What follows belongs to an exercise in optimizing a design on an open flow for small area, a short achievable clock period and few clock cycles per item; a production flow would make more cautious choices.
No activity file was given, so power comes from the tool's default toggle rates.

==> exp/ember: inputs <==
==> flow/design.v <==
module brl_codec (
    input  wire        clk,
    input  wire        rst,         
    input  wire        cmd_valid,
    output wire        cmd_ready,
    input  wire [15:0] cmd,
    output reg         resp_valid,
    output reg  [15:0] resp,
    output wire        out_valid,
    input  wire        out_ready,
    output wire [7:0]  out_data,
    output wire        done,
    output wire        err
);
    localparam [1:0] PH_IDLE  = 2'd0;
    localparam [1:0] PH_RUN   = 2'd1;
    localparam [1:0] PH_FAULT = 2'd2;
    localparam [2:0] E_NONE = 3'd0;
    localparam [2:0] E_LEN  = 3'd1;
    localparam [2:0] E_ILL  = 3'd2;
    localparam [2:0] E_SEQ  = 3'd3;
    function [7:0] rev8;
        input [7:0] b;
        integer k;
        begin
            for (k = 0; k < 8; k = k + 1)
                rev8[k] = b[7-k];
        end
    endfunction
    reg [1:0] ph;
    reg       dir;
    reg       inv;
    reg       done_r;
    reg [2:0] err_r;
    reg [2:0] wp;
    reg [5:0] ln;
    reg [47:0] sl;           
    reg       o;             
    reg       e_act;         
    reg [2:0] e_k;           
    reg       e_o;           
    reg [2:0] e_len;         
    reg       e_inv;         
    reg       e_n8;          
    reg       pend;          
    reg [2:0] p_len;
    reg       padding;       
    reg       ov_r;
    reg [7:0] od_r;
    wire [3:0] op  = cmd[15:12];
    wire [3:0] z   = cmd[11:8];
    wire [7:0] imm = cmd[7:0];
    wire imm0  = (imm == 8'h00);
    wire rd_ok = (imm[7:2] == 6'd0) || (imm[7:3] == 5'b00010 && imm[2:1] != 2'b11);
    wire zok      = (z == 4'd0);
    wire is_nop   = zok && (op == 4'h0) && imm0;
    wire is_start = zok && (op == 4'h1) && (imm[7:2] == 6'd0);
    wire is_push  = zok && (op == 4'h2);
    wire is_eol   = zok && (op == 4'h3) && imm0;
    wire is_end   = zok && (op == 4'h4) && imm0;
    wire is_rst   = zok && (op == 4'h5) && imm0;
    wire is_rd    = zok && (op == 4'h6) && rd_ok;
    wire is_mir   = zok && (op == 4'h7);
    wire is_resv  = !(is_nop || is_start || is_push || is_eol || is_end ||
                      is_rst || is_rd || is_mir);
    wire [15:0] status = {8'h00, err_r, inv, dir, done_r, ph};
    function [7:0] lbv;
        input [2:0] i;
        reg [2:0] s;
        begin
            s = o ? (3'd5 - i) : i;
            lbv = (i < wp) ? sl[8*s +: 8] : 8'h00;
        end
    endfunction
    wire [8:0] ocnt = dir ? ({1'b0, ln, 2'b00} + {2'b00, ln, 1'b0}) : {ln, 3'b000};
    reg [15:0] rd_val;
    always @(*) begin
        case (imm)
            8'h00:   rd_val = status;
            8'h01:   rd_val = {10'd0, ln};
            8'h02:   rd_val = {13'd0, wp};
            8'h03:   rd_val = {7'd0, ocnt};
            8'h10:   rd_val = {8'd0, lbv(3'd0)};
            8'h11:   rd_val = {8'd0, lbv(3'd1)};
            8'h12:   rd_val = {8'd0, lbv(3'd2)};
            8'h13:   rd_val = {8'd0, lbv(3'd3)};
            8'h14:   rd_val = {8'd0, lbv(3'd4)};
            8'h15:   rd_val = {8'd0, lbv(3'd5)};
            default: rd_val = 16'h0000;
        endcase
    end
    wire       f_o   = e_act ? e_o   : o;
    wire [2:0] f_len = e_act ? e_len : wp;
    wire       f_inv = e_act ? e_inv : inv;
    wire [2:0] f_s   = f_o ? e_k : (3'd5 - e_k);
    wire       f_has = ({1'b0, e_k} + {1'b0, f_len}) >= 4'd6;
    wire [7:0] f_raw = f_has ? sl[8*f_s +: 8] : 8'h00;
    wire [7:0] f_byte = e_k[2] & e_k[1] ? 8'h00 : (rev8(f_raw) ^ {8{~f_inv}});
    wire       ld_ok = !ov_r || out_ready;
    wire       e_fin = e_act && ld_ok && (e_k == (e_n8 ? 3'd7 : 3'd5));
    wire blk = e_act && (e_k < 3'd6) && (wp < 3'd6) && (wp >= e_k);
    assign cmd_ready = !(pend || padding || blk);
    assign out_valid = ov_r;
    assign out_data  = od_r;
    assign done      = done_r;
    assign err       = (err_r != E_NONE);
    wire cmd_fire = cmd_valid && cmd_ready;
    reg       comp;          
    reg       comp_a;        
    reg [2:0] comp_len;
    reg       ld;
    always @(posedge clk) begin
        comp     = 1'b0;
        comp_a   = 1'b0;
        comp_len = wp;
        ld       = 1'b0;
        if (rst) begin
            ph         <= PH_IDLE;
            dir        <= 1'b0;
            inv        <= 1'b0;
            done_r     <= 1'b0;
            err_r      <= E_NONE;
            wp         <= 3'd0;
            ln         <= 6'd0;
            o          <= 1'b0;
            e_act      <= 1'b0;
            e_k        <= 3'd0;
            e_o        <= 1'b0;
            e_len      <= 3'd0;
            e_inv      <= 1'b0;
            e_n8       <= 1'b0;
            pend       <= 1'b0;
            p_len      <= 3'd0;
            padding    <= 1'b0;
            ov_r       <= 1'b0;
            od_r       <= 8'h00;
            resp_valid <= 1'b0;
            resp       <= 16'h0000;
        end else begin
            resp_valid <= 1'b0;
            if (padding) begin
                if (!pend) begin
                    if (ln != 6'd32) begin
                        comp     = 1'b1;
                        comp_len = 3'd0;
                        ln       <= ln + 6'd1;
                        o        <= ~o;
                    end else begin
                        padding    <= 1'b0;
                        ph         <= PH_IDLE;
                        done_r     <= 1'b1;
                        resp_valid <= 1'b1;
                        resp       <= {8'h00, err_r, inv, dir, 1'b1, PH_IDLE};
                    end
                end
            end else if (cmd_fire) begin
                resp_valid <= 1'b1;
                resp       <= status;
                if (is_rst) begin
                    ph     <= PH_IDLE;
                    dir    <= 1'b0;
                    inv    <= 1'b0;
                    done_r <= 1'b0;
                    err_r  <= E_NONE;
                    wp     <= 3'd0;
                    ln     <= 6'd0;
                    resp   <= 16'h0000;
                end else if (is_nop) begin
                    resp <= status;
                end else if (is_mir) begin
                    resp <= {8'h00, rev8(imm)};
                end else if (is_rd) begin
                    resp <= rd_val;
                end else if (ph == PH_FAULT) begin
                    resp <= status;
                end else if (is_resv) begin
                    ph     <= PH_FAULT;
                    err_r  <= E_ILL;
                    done_r <= 1'b0;
                    resp   <= {8'h00, E_ILL, inv, dir, 1'b0, PH_FAULT};
                end else if ((is_start && ph != PH_IDLE) ||
                             ((is_push || is_end) && ph != PH_RUN) ||
                             (is_eol && (ph != PH_RUN || dir != 1'b1))) begin
                    ph     <= PH_FAULT;
                    err_r  <= E_SEQ;
                    done_r <= 1'b0;
                    resp   <= {8'h00, E_SEQ, inv, dir, 1'b0, PH_FAULT};
                end else if (is_start) begin
                    ph     <= PH_RUN;
                    dir    <= imm[0];
                    inv    <= imm[1];
                    done_r <= 1'b0;
                    wp     <= 3'd0;
                    ln     <= 6'd0;
                    resp   <= {8'h00, err_r, imm[1], imm[0], 1'b0, PH_RUN};
                end else if (is_push) begin
                    if (dir == 1'b0 && ln == 6'd32) begin
                        ph     <= PH_FAULT;
                        err_r  <= E_LEN;
                        done_r <= 1'b0;
                        resp   <= {8'h00, E_LEN, inv, dir, 1'b0, PH_FAULT};
                    end else if (ln != 6'd32 && wp != 3'd6) begin
                        sl[8*(o ? 3'd5 - wp : wp) +: 8] <= imm;
                        if (dir == 1'b0 && wp == 3'd5) begin
                            comp     = 1'b1;
                            comp_a   = 1'b1;
                            comp_len = 3'd6;
                            wp       <= 3'd0;
                            ln       <= ln + 6'd1;
                            o        <= ~o;
                        end else begin
                            wp <= wp + 3'd1;
                        end
                    end
                end else if (is_eol) begin
                    if (ln != 6'd32) begin
                        comp     = 1'b1;
                        wp       <= 3'd0;
                        ln       <= ln + 6'd1;
                        o        <= ~o;
                    end
                end else if (is_end) begin
                    if (dir == 1'b0) begin
                        if (ln == 6'd32 && wp == 3'd0) begin
                            ph     <= PH_IDLE;
                            done_r <= 1'b1;
                            resp   <= {8'h00, err_r, inv, dir, 1'b1, PH_IDLE};
                        end else begin
                            ph     <= PH_FAULT;
                            err_r  <= E_LEN;
                            done_r <= 1'b0;
                            resp   <= {8'h00, E_LEN, inv, dir, 1'b0, PH_FAULT};
                        end
                    end else if (ln != 6'd32) begin
                        comp       = 1'b1;
                        wp         <= 3'd0;
                        ln         <= ln + 6'd1;
                        o          <= ~o;
                        padding    <= 1'b1;
                        resp_valid <= 1'b0;
                    end else begin
                        ph     <= PH_IDLE;
                        done_r <= 1'b1;
                        resp   <= {8'h00, err_r, inv, dir, 1'b1, PH_IDLE};
                    end
                end
            end
            ld = (e_act || (comp && !comp_a)) && ld_ok;
            if (ld) begin
                ov_r <= 1'b1;
                od_r <= f_byte;
            end else if (out_ready) begin
                ov_r <= 1'b0;
            end
            if (pend && (!e_act || e_fin)) begin
                e_act <= 1'b1;
                e_k   <= 3'd0;
                e_o   <= ~o;
                e_len <= p_len;
                e_inv <= inv;
                e_n8  <= ~dir;
                pend  <= 1'b0;
            end else if (comp && (!e_act || e_fin)) begin
                e_act <= 1'b1;
                e_k   <= (!e_act && ld) ? 3'd1 : 3'd0;
                e_o   <= o;
                e_len <= comp_len;
                e_inv <= inv;
                e_n8  <= ~dir;
            end else begin
                if (comp) begin
                    pend  <= 1'b1;
                    p_len <= comp_len;
                end
                if (e_fin) begin
                    e_act <= 1'b0;
                    e_k   <= 3'd0;
                end else if (ld) begin
                    e_k <= e_k + 3'd1;
                end
            end
        end
    end
endmodule
==> flow/run.sh <==
#!/bin/bash
# synth_recipe.tcl (not shown) runs the flow's synth.tcl, then flattens the netlist and writes it again
# the make line also repeats each setting of config.mk as NAME=value (left out here)
make -C /OpenROAD-flow-scripts/flow DESIGN_CONFIG=/design/flow/config.mk WORK_HOME=/design/flow/orfs CLKGATE_MAP_FILE= SYNTH_SCRIPT=/design/flow/synth_recipe.tcl finish
==> flow/config.mk <==
export PLATFORM = sky130hd
export DESIGN_NAME = brl_codec
export DESIGN_NICKNAME = brl_codec
export VERILOG_FILES = /design/flow/design.v
export SDC_FILE = /design/flow/constraint.sdc
export NUM_CORES = 4
export LEC_CHECK = 0
export CAP_MARGIN = 20
export CORE_MARGIN = 2
export CORE_UTILIZATION = 40
export SLEW_MARGIN = 20
==> flow/constraint.sdc <==
create_clock -name core_clock -period 4.0 [get_ports {clk}]
set_input_delay 0.8000 -clock core_clock [delete_from_list [all_inputs] [get_ports {clk}]]
set_output_delay 0.8000 -clock core_clock [all_outputs]
set_load 0.01 [all_outputs]
==> inputs of exp/nickel, as changes to exp/ember <==
Settings changed: ABC_CLOCK_PERIOD_IN_PS set to 2000, SETUP_SLACK_MARGIN set to 2.0.
==> summary.md <==
| Metric | Value |
|---|---|
| Register cell area after layout | `2460 µm²` |
| Met3 routed wirelength | `~1.7 mm` |
| Power dissipated in sequential cells | `approximately 1.1 mW` |
| Global placer's final weighted congestion | `1.04` |
| Setup repair bufs after CTS | `0` |
| Multi-input gate share of the layout cell area | `around 53%` |
| Worst hold slack after final layout | `465 ps` |
| Combinational power | `between 0.15 and 0.2 mW` |
| Fill cell instance count of the final layout | `around 1,800` |
| Detail-routed net length per standard cell | `around 23 µm` |
| Result of the run | `complete, no violations` |
| Leakage Power | `roughly 3.4 nW` |
| Met2 layer wire length in the routed design | `roughly 13 mm` |
| Number of gates resized after cts | `0` |
| Required time reported for the critical path endpoint | `between 4000 and 5000 ps` |
(the above is from exp/ember)
==> summary.md <==
| Metric | Value |
|---|---|
| Result of the run | `complete, no violations` |
| Worst hold slack after final layout | `451 ps` |
| Global placer's final weighted congestion | `1.03` |
| Combinational power | `0.216 mW` |
| Met3 routed wirelength | `about 2.5 mm` |
| Setup repair bufs after CTS | `81` |
| Detail-routed net length per standard cell | `23.3 µm` |
| Number of gates resized after cts | `271` |
| Register cell area after layout | `2490 µm²` |
| Met2 layer wire length in the routed design | `13.5 mm` |
| Fill cell instance count of the final layout | `1,598` |
(the above is from exp/nickel)
No functional check of the RTL was part of any run of this note.

port drivers added, routing unchanged:
The results above use ideal ports. As a check the final layouts listed here were re-extracted and re-timed, cells and wires unchanged. Step 1 (the two cells are an assumption about what drives the block):
set clk [get_ports {clk}]
set_driving_cell -lib_cell sky130_fd_sc_hd__clkbuf_16 $clk
set_driving_cell -lib_cell sky130_fd_sc_hd__buf_2 [delete_from_list [all_inputs] $clk]
Step 2 adds t to the input delays and takes it off the output delays; t is the mean of the earliest and latest rising clock arrival at the registers after step 1. Input paths then give back, and output paths get back, about the clock's delay inside the block. Slacks: ideal ports / drivers / drivers and shift; pairs: ideal ports / drivers.
| run | shift t [ns] | setup WS [ns] | hold slack, ns | latest minus earliest clock arrival (ns) | slew at the worst register clock pin (ns) |
|---|---|---|---|---|---|
| exp/ember | 0.407 | 0.244 / 0.269 / -0.138 | 0.465 / 0.465 / 0.465 | 0.015 / 0.015 | 0.09 / 0.09 |
| exp/nickel | 0.407 | 0.720 / 0.731 / 0.324 | 0.451 / 0.451 / 0.451 | 0.008 / 0.008 | 0.08 / 0.08 |
Met with ideal ports but missed after step 2: setup timing in exp/ember. For exp/nickel, which loses most, drivers alone change the setup slack by +0.011 ns; drivers and shift together by -0.396 ns.
